What follows belongs to an exercise in optimizing a design on an open flow for small area, a short achievable clock period and few clock cycles per item; a production flow would make more cautious choices.
At most, simulation tests tie the RTL to the original design; equivalence was not proved.
Power is estimated from default activity; no workload was simulated.

garnet:
## lpc1_cksum
module lpc1_cksum (
    input  wire        clk,
    input  wire        rst,
    input  wire        cmd_valid,
    output wire        cmd_ready,
    input  wire [31:0] cmd_word,
    input  wire [31:0] cmd_len,
    input  wire [23:0] cmd_fcs_in,
    input  wire        in_valid,
    output wire        in_ready,
    input  wire [31:0] in_data,
    output reg         done,
    output wire [7:0]  code,
    output reg  [7:0]  last_op,
    output reg         match,
    output reg  [23:0] fcs_val,
    output reg  [23:0] fcs_rx,
    output reg  [16:0] fcs_cover,
    output reg  [16:0] out_len,
    output reg  [5:0]  crc6,
    output reg  [9:0]  crc10
);
clock: 8.0 ns
lec_check: 0
cap_margin: 20
core_margin: 2
core_utilization: 40
cts_cluster_diameter: 100
cts_cluster_size: 25
setup_slack_margin: 5
slew_margin: 20
synth_memory_max_bits: 8192
tns_end_percent: 0
standard.sh (not shown) runs the stock make flow with config.mk's settings and CLKGATE_MAP_FILE= SYNTH_SCRIPT=/design/flow/synth_recipe.tcl, a recipe that flattens the netlist after the stock synthesis.
==> flow/flow/run.sh <==
#!/bin/bash
# The standard layout (the standard.sh: standard synthesis, floorplan,
# placement, CTS, routing), with the ports buffered by the smallest buffer
# (sky130_fd_sc_hd__buf_1) instead of the resizer's default delay cell;
# repair_design and repair_timing resize them where needed.
set -euo pipefail
export BUFFER_PORTS_ARGS="-buffer_cell sky130_fd_sc_hd__buf_1"
bash standard.sh finish SETUP_SLACK_MARGIN=5.4 TNS_END_PERCENT=0 > standard_flow.log 2>&1
Testbench counts of garnet, summed over its fixed seeds: cycles 10,251, items 384.
Here is what was changed in the inputs of zinc compared with garnet.
- CTS_CLUSTER_SIZE changed from 25 to 30
==> comparison <==
- Timing-limited maximum frequency ended up about 1.2% lower on zinc than on garnet.
- Average wire per standard cell ended up 0.12 um lower on zinc than on garnet.
- From garnet to zinc the numbers moved as follows: number of buffers created by CTS decreased 1, count of filler cells inserted in the layout essentially unchanged, sequential cell count essentially unchanged, first-pass GRT wire length essentially unchanged.
- Diff zinc..garnet | area share of and/or/nand/nor cells after synthesis | unchanged
- zinc contains fewer vias than garnet.
- Number of cells on the critical path delta for zinc relative to garnet: 3 lower
- garnet completed every stage of the flow, and the final layout passed the timing, DRC and antenna checks.
- zinc: no failed stages, no open violations at the end
Modified inputs, amber compared to zinc
- CTS_CLUSTER_SIZE removed (was 30)
- CTS_CLUSTER_DIAMETER removed (was 100)
Results
amber ran to completion and came out clean on the timing, DRC and antenna checks.
amber against zinc: routed wire length went up; total power went up.
Vias: amber above zinc
Taking zinc as the reference point, the growth of design area from synthesis to finish of amber rises by 4.0 points.
Looking at endpoint of the worst setup timing path, the fcs_val[14]$_SDFFE_PP0P_ result is from zinc; the irdy$_SDFFE_PP0P_ one comes from amber.
The lower logic depth of the worst register-to-register path of amber and zinc is in zinc.
amber and zinc ended up with nearly the same per-cell via count in the routed design.
Comparing amber and zinc, the lower final period utilization is on amber.

* * *

lpc1_cksum, a different RTL version from the one above (not shown whole).
Size: roughly 1500 cells after synthesis, roughly 220 flip-flops, about 240 I/O pins, roughly 13000 sq um of cells after synthesis.
Design lpc1_cksum, start of the top module:
module lpc1_cksum (
    input  wire        clk,
    input  wire        rst,
    input  wire        cmd_valid,
    output wire        cmd_ready,
    input  wire [31:0] cmd_word,
    input  wire [31:0] cmd_len,
    input  wire [23:0] cmd_fcs_in,
    input  wire        in_valid,
    output wire        in_ready,
    input  wire [31:0] in_data,
    output reg         done,
    output wire [7:0]  code,
    output reg  [7:0]  last_op,
    output reg         match,
    output reg  [23:0] fcs_val,
    output reg  [23:0] fcs_rx,
    output reg  [16:0] fcs_cover,
    output reg  [16:0] out_len,
    output reg  [5:0]  crc6,
    output reg  [9:0]  crc10
);
    localparam [3:0] C_OK           = 4'b0_000;    
    localparam [3:0] C_FCS_MISMATCH = 4'b0_001;    
    localparam [3:0] C_NO_CRC       = 4'b0_010;    
    localparam [3:0] C_ERR_LEN      = 4'b1_000;    
    localparam [3:0] C_ERR_TYPE     = 4'b1_001;    
    localparam [3:0] C_ERR_OVERFLOW = 4'b1_011;    
    localparam [3:0] C_ERR_PARAM    = 4'b1_100;    
    localparam [3:0] C_ERR_CMD      = 4'b1_101;    
    reg        rdy;           
    reg        irdy;          
    reg        setup;         
    reg        o_calc, o_gen, o_chk, o_crc6, o_crc10, o_splice;
    reg        illegal;       
    reg        big;           
    reg        sup_ov;        
    reg [16:0] rem;           
    reg [3:0]  jb;            
    reg        ui_elig;       
    reg [31:0] wrot;          
    reg [23:0] prev;          
    reg [1:0]  cidx;          
    reg        wv;            
    reg        wfirst;        
    reg        wsecond;       
    reg        wlast;         
    reg        ui;            
    reg        u0;            
    reg        u1;            
    reg        iu0;           
    reg        fcs_on;        
    reg        c10_on;        
    reg        cmpx;          
    reg  [3:0] code_q;
    assign code = {3'b000, code_q[3], 1'b0, code_q[2:0]};
    assign cmd_ready = rdy;
    assign in_ready  = irdy;
    wire d_calc   = (cmd_word == 32'h0000_0001);
    wire d_gen    = (cmd_word == 32'h0000_0002) || (cmd_word == 32'h0000_0102);
    wire d_chk    = (cmd_word == 32'h0000_0003);
    wire d_crc6   = (cmd_word == 32'h0000_0010);
    wire d_crc10  = (cmd_word == 32'h0000_0011);
    wire d_splice = (cmd_word == 32'h0000_0012);
  ...
Settings: LEC_CHECK=0, CAP_MARGIN=20, CORE_MARGIN=2, CORE_UTILIZATION=40, CTS_CLUSTER_DIAMETER=100, CTS_CLUSTER_SIZE=25, SETUP_SLACK_MARGIN=5, SLEW_MARGIN=20, SYNTH_MEMORY_MAX_BITS=8192, TNS_END_PERCENT=0; clock period 8.0 ns.
==> flow/flow/run.sh <==
#!/bin/bash
# The standard layout (the standard.sh: standard synthesis, floorplan,
# placement, CTS, routing), with the ports buffered by the smallest buffer
# (sky130_fd_sc_hd__buf_1) instead of the resizer's default delay cell;
# repair_design and repair_timing resize them where needed.
set -euo pipefail
export BUFFER_PORTS_ARGS="-buffer_cell sky130_fd_sc_hd__buf_1"
bash standard.sh finish SETUP_SLACK_MARGIN=5.2 TNS_END_PERCENT=0 > standard_flow.log 2>&1
The starting point went through all stages and came out clean.
Edit:
--- a/flow/flow/run.sh
+++ b/flow/flow/run.sh
@@ -7,2 +7,2 @@
 export BUFFER_PORTS_ARGS="-buffer_cell sky130_fd_sc_hd__buf_1"
-bash standard.sh finish SETUP_SLACK_MARGIN=5.2 TNS_END_PERCENT=0 > standard_flow.log 2>&1
+bash standard.sh finish SETUP_SLACK_MARGIN=5.7 TNS_END_PERCENT=0 > standard_flow.log 2>&1
What happened:
- The new run completed without violations
- final cell count hardly moves
- sequential share of layout area went up by 0.19 points
- worst setup slack gets better by 0.013 ns
- non-clock buffer count came out lower by 4
- area after synthesis stays the same
Function was not checked in any run of this note: the RTL went through the layout flow alone.

* * *

## before
lpc1_cksum, a different RTL version from the one above (not shown whole).
Size: roughly 1,600 cells after synthesis, roughly 210 flip-flops, roughly 240 I/O pins, roughly 13,000 um2 of cells after synthesis.
clock: 8.0 ns
lec_check: 0
abc_clock_period_in_ps: 3000
cap_margin: 20
core_margin: 2
core_utilization: 40
setup_slack_margin: 5
slew_margin: 20
synth_memory_max_bits: 8192
run.sh (not shown) runs the stock make flow with config.mk's settings and CLKGATE_MAP_FILE= SYNTH_SCRIPT=/design/flow/synth_recipe.tcl, a recipe that flattens the netlist after the stock synthesis.
Stock flow here: none of the scripts above is used.
The inputs of after differ from those of before as listed below.
Settings: ABC_CLOCK_PERIOD_IN_PS no longer set, was 3000; SETUP_SLACK_MARGIN now 4.5, was 5.
after against before: worst slack at placement now smaller; global-route usage now smaller; met2 global-route usage now smaller; final non-filler cell area now smaller.
Of after and before, before shows the higher power attributed to combinational cells, with after below it.
No run of this note included a check of the RTL's function; only the layout flow was run.

* * *

lpc1_cksum, a different RTL version from the one above (not shown whole).
For scale: about 1500 cells after synthesis, roughly 220 flip-flops, ~13000 um2 of cells after synthesis.
clock: 8.0 ns
lec_check: 0
cap_margin: 20
core_margin: 2
core_utilization: 40
cts_cluster_diameter: 100
cts_cluster_size: 25
setup_slack_margin: 5
slew_margin: 20
synth_hierarchical: 1
synth_memory_max_bits: 8192
synth_minimum_keep_size: 0
tns_end_percent: 0
standard.sh (not shown) runs the stock make flow with config.mk's settings and CLKGATE_MAP_FILE= SYNTH_SCRIPT=/design/flow/synth_recipe.tcl, a recipe that flattens the netlist after the stock synthesis.
==> flow/flow/run.sh <==
#!/bin/bash
# The standard layout (the standard.sh: standard synthesis, floorplan,
# placement, CTS, routing), with the ports buffered by the smallest buffer
# (sky130_fd_sc_hd__buf_1) instead of the resizer's default delay cell;
# repair_design and repair_timing resize them where needed.
set -euo pipefail
export BUFFER_PORTS_ARGS="-buffer_cell sky130_fd_sc_hd__buf_1"
bash standard.sh finish SETUP_SLACK_MARGIN=5.5 TNS_END_PERCENT=10 > standard_flow.log 2>&1
The baseline went through all stages and came out clean.
Testbench counts at the start, summed over its fixed seeds: cycles 10,251, items 384.
Then changed:
--- a/flow/flow/run.sh
+++ b/flow/flow/run.sh
@@ -6,3 +6,3 @@
 set -euo pipefail
 export BUFFER_PORTS_ARGS="-buffer_cell sky130_fd_sc_hd__buf_1"
-bash standard.sh finish SETUP_SLACK_MARGIN=5.5 TNS_END_PERCENT=10 > standard_flow.log 2>&1
+bash standard.sh finish SETUP_SLACK_MARGIN=5.4 TNS_END_PERCENT=0 > standard_flow.log 2>&1
PLACE_DENSITY = 0.75   (was unset)
Routed wire length fell by 7.0%.
Clock-buffer cell count is lower by 2.
Cell area goes down by 7.2%.
Utilization went down by 3.7 points.
Die area does not change.
Sequential share of layout area rises by 2.0 points.
Cell count fell by 2.5%.

* * *

Another version of the RTL of lpc1_cksum (not shown whole).
For scale: about 220 flip-flops, ~240 I/O pins, about 13000 um2 of cells after synthesis.
Settings: LEC_CHECK=0, CAP_MARGIN=20, CORE_MARGIN=2, CORE_UTILIZATION=40, SETUP_SLACK_MARGIN=5, SLEW_MARGIN=20, SYNTH_MEMORY_MAX_BITS=8192, TNS_END_PERCENT=0; clock period 8.0 ns.
==> flow/flow/run.sh <==
#!/bin/bash
# The standard layout (the standard.sh: standard synthesis, floorplan,
# placement, CTS, routing), with the ports buffered by the smallest buffer
# (sky130_fd_sc_hd__buf_1) instead of the resizer's default delay cell;
# repair_design and repair_timing resize them where needed.
set -euo pipefail
export BUFFER_PORTS_ARGS="-buffer_cell sky130_fd_sc_hd__buf_1"
bash standard.sh finish SETUP_SLACK_MARGIN=5.4 TNS_END_PERCENT=0 > standard_flow.log 2>&1
The starting point finished with timing, DRC and antenna clean.
==> next run, changes <==
--- a/flow/flow/run.sh
+++ b/flow/flow/run.sh
@@ -7,2 +7,2 @@
 export BUFFER_PORTS_ARGS="-buffer_cell sky130_fd_sc_hd__buf_1"
-bash standard.sh finish SETUP_SLACK_MARGIN=5.4 TNS_END_PERCENT=0 > standard_flow.log 2>&1
+bash standard.sh finish SETUP_SLACK_MARGIN=5.6 > standard_flow.log 2>&1
Settings changed: TNS_END_PERCENT 0 to unset.
Result:
- The new run produced a clean layout
- fmax climbs by 1.1%
- setup slack improved by 30 ps
- clock skew climbs by 3.8 ps
- design area climbs by 28%
==> next run, changes <==
--- a/flow/flow/run.sh
+++ b/flow/flow/run.sh
@@ -7,2 +7,2 @@
 export BUFFER_PORTS_ARGS="-buffer_cell sky130_fd_sc_hd__buf_1"
-bash standard.sh finish SETUP_SLACK_MARGIN=5.6 > standard_flow.log 2>&1
+bash standard.sh finish SETUP_SLACK_MARGIN=5.4 TNS_END_PERCENT=0 > standard_flow.log 2>&1
Settings changed: CORE_UTILIZATION 40 to 60, TNS_END_PERCENT set to 0.
After rerunning: Synthesized area stays the same. Die area falls by a quarter to a third. Routed wire length falls by about a fifth.
==> next run, changes <==
--- a/flow/flow/run.sh
+++ b/flow/flow/run.sh
@@ -7,2 +7,2 @@
 export BUFFER_PORTS_ARGS="-buffer_cell sky130_fd_sc_hd__buf_1"
-bash standard.sh finish SETUP_SLACK_MARGIN=5.4 TNS_END_PERCENT=0 > standard_flow.log 2>&1
+bash standard.sh finish SETUP_SLACK_MARGIN=5.3 > standard_flow.log 2>&1
Settings changed: CORE_UTILIZATION 60 to 40, TNS_END_PERCENT 0 to unset.
The changed run passed the timing, DRC and antenna checks.
Wire length came out higher by 11%.
Clock skew went down by 11 ps.
Synthesized cell count is unchanged.
Setup slack gains 66 ps.
Final cell count rose by about 10%.
Die area grows by 49%.
Sequential power barely changes.
Design area is higher by about 7%.
Synthesized area stays the same.
Register-to-register slack improves by 160 ps.
No functional check of the RTL was part of any run of this note.

* * *

## v58
lpc1_cksum, a different RTL version from the one above (not shown whole).
For scale: ~1,600 cells after synthesis, roughly 220 flip-flops, about 14,000 um2 of cells after synthesis.
==> flow/config.mk <==
export PLATFORM = sky130hd
export DESIGN_NAME = lpc1_cksum
export DESIGN_NICKNAME = lpc1_cksum
export VERILOG_FILES = /design/flow/design.v
export SDC_FILE = /design/flow/constraint.sdc
export NUM_CORES = 4
export LEC_CHECK = 0
export CAP_MARGIN = 20
export CORE_MARGIN = 2
export CORE_UTILIZATION = 40
export SETUP_SLACK_MARGIN = 5
export SLEW_MARGIN = 20
export SYNTH_MEMORY_MAX_BITS = 8192
==> flow/constraint.sdc <==
create_clock -name core_clock -period 8.0 [get_ports {clk}]
set_input_delay 1.6000 -clock core_clock [delete_from_list [all_inputs] [get_ports {clk}]]
set_output_delay 1.6000 -clock core_clock [all_outputs]
set_load 0.01 [all_outputs]
==> flow/flow/run.sh <==
#!/bin/bash
# The standard layout (the standard.sh: standard synthesis, floorplan,
# placement, CTS, routing), with the ports buffered by the smallest buffer
# (sky130_fd_sc_hd__buf_1) instead of the resizer's default delay cell;
# repair_design and repair_timing resize them where needed.
set -euo pipefail
export BUFFER_PORTS_ARGS="-buffer_cell sky130_fd_sc_hd__buf_1"
bash standard.sh finish SETUP_SLACK_MARGIN=6.5 > standard_flow.log 2>&1
In summary, v58 completed successfully, with a layout that passed the timing, DRC and antenna checks.
Testbench counts of v58, summed over its fixed seeds: cycles 10,251, items 384.
The inputs of v41 differ from those of v58 as listed below.
Settings: SETUP_SLACK_MARGIN now 4.5, was 5.
==> flow/run.sh (new file) <==
#!/bin/bash
# synth_recipe.tcl (not shown) runs the flow's synth.tcl, then flattens the netlist and writes it again
# the make line also repeats each setting of config.mk as NAME=value (left out here)
make -C /OpenROAD-flow-scripts/flow DESIGN_CONFIG=/design/flow/config.mk WORK_HOME=/design/flow/orfs CLKGATE_MAP_FILE= SYNTH_SCRIPT=/design/flow/synth_recipe.tcl finish
removed: flow/flow/run.sh
removed: flow/standard.sh
==> comparison <==
- fcs_val[9]$_SDFFE_PP0P_ as the endpoint of the worst setup timing path was reported by v41, and fcs_val[10]$_SDFFE_PP0P_ by v58.
- v41 against v58: total met3 wirelength after detailed routing saw a decrease, share of the clock period used by the worst path went up by 5.6 points, synthesized cell count flat.
- Cell with the largest stage delay on the worst path: sky130_fd_sc_hd__a222oi_1 -> v41, sky130_fd_sc_hd__xnor3_1 -> v58
### v41 -> v11
Settings: a change of SETUP_SLACK_MARGIN from 4.5 to 5.
==> flow/flow/run.sh (new file) <==
#!/bin/bash
# The standard layout (the standard.sh: standard synthesis, floorplan,
# placement, CTS, routing), with the ports buffered by the smallest buffer
# (sky130_fd_sc_hd__buf_1) instead of the resizer's default delay cell;
# repair_design and repair_timing resize them where needed.
set -euo pipefail
export BUFFER_PORTS_ARGS="-buffer_cell sky130_fd_sc_hd__buf_1"
bash standard.sh finish > standard_flow.log 2>&1
==> flow/standard.sh (new file) <==
#!/bin/bash
# synth_recipe.tcl (not shown) runs the flow's synth.tcl, then flattens the netlist and writes it again
# the make line also repeats each setting of config.mk as NAME=value (left out here)
make -C /OpenROAD-flow-scripts/flow DESIGN_CONFIG=/design/flow/config.mk WORK_HOME=/design/flow/orfs CLKGATE_MAP_FILE= SYNTH_SCRIPT=/design/flow/synth_recipe.tcl "${@:-finish}"
removed: flow/run.sh
==> summary.txt <==
Re fmax: v11 is 14% up on v41. Lower fraction of standard cell area that is sequential was reported by v41, not v11. Delta (v11 minus v41): largest incremental delay on the critical path down 200 ps, summed area of non-filler cells in the final layout down about 6%, area occupied by multi-input gates up 300 um2. v11 ends up with lower static leakage than v41 does. Summary of v11 over v41: worst setup slack picked up an extra 410 ps, clock latency of the later-clocked register in the worst-skew pair neither gained nor lost much, overall power after layout lower, post-synthesis to final-layout area growth shows a reduction of 8.0 points. v11 ended with every stage complete and zero timing, DRC or antenna violations. v41 finished end to end and its layout was clean on timing, DRC and antenna. Looking at critical path startpoint, the jc[2]$_SDFF_PP0_ result is from v11; the jc[0]$_SDFF_PP1_ one comes from v41. As far as async set-reset flop share out of synthesis goes, v11 and v41 are indistinguishable; the numbers are identical.

[port drivers added, routing unchanged]
In the flow no input, the clock included, has a driving cell. The finished layouts below were timed again as built, in two steps.
Step 1: set_driving_cell puts a clkbuf_16 on clk and a buf_2 on each other input, an assumption about the parent block.
Step 2 moves the port delays by t, midway between the first and last clock arrival at a register: inputs arrive t later, outputs are due t later. That takes back most of the time a late clock gives input paths.
Three values: no drivers, after step 1, after step 2; two values: the first two.
run | t (ns) | setup WS [ns] | worst setup path after step 2 | clock arrival spread, ns
garnet | 0.536 | 5.168 / 5.132 / 4.662 | input to register | 0.021 / 0.021
zinc | 0.530 | 5.133 / 5.138 / 4.629 | input to register | 0.028 / 0.028
amber | 0.573 | 5.155 / 5.121 / 4.611 | input to register | 0.023 / 0.023
the first run of note 2 | 0.534 | 5.075 / 5.078 / 4.568 | input to register | 0.034 / 0.033
the second run of note 2 | 0.535 | 5.089 / 5.089 / 4.621 | input to register | 0.034 / 0.034
before | 0.593 | 4.679 / 4.679 / 4.434 | input to register | 0.025 / 0.024
after | 0.591 | 4.581 / 4.581 / 4.107 | input to register | 0.020 / 0.020
the first run of note 4 | 0.550 | 5.270 / 5.215 / 4.752 | input to register | 0.030 / 0.030
the second run of note 4 | 0.532 | 5.249 / 5.217 / 4.751 | input to register | 0.029 / 0.028
the first run of note 5 | 0.575 | 5.252 / 5.202 / 4.735 | input to register | 0.017 / 0.017
the second run of note 5 | 0.593 | 5.281 / 5.230 / 4.814 | input to register | 0.019 / 0.018
the third run of note 5 | 0.583 | 5.222 / 5.211 / 4.704 | input to register | 0.024 / 0.025
the fourth run of note 5 | 0.582 | 5.288 / 5.266 / 4.735 | input to register | 0.016 / 0.016
v58 | 0.614 | 5.054 / 5.054 / 4.950 | input to register | 0.028 / 0.028
v41 | 0.607 | 4.602 / 4.602 / 4.175 | input to register | 0.028 / 0.028
v11 | 0.605 | 5.013 / 5.013 / 4.582 | input to register | 0.016 / 0.015
After both steps every run listed still meets setup and hold. The setup slack of the fourth run of note 5, which loses most, moves by -0.022 ns with the drivers and by -0.553 ns with both steps.
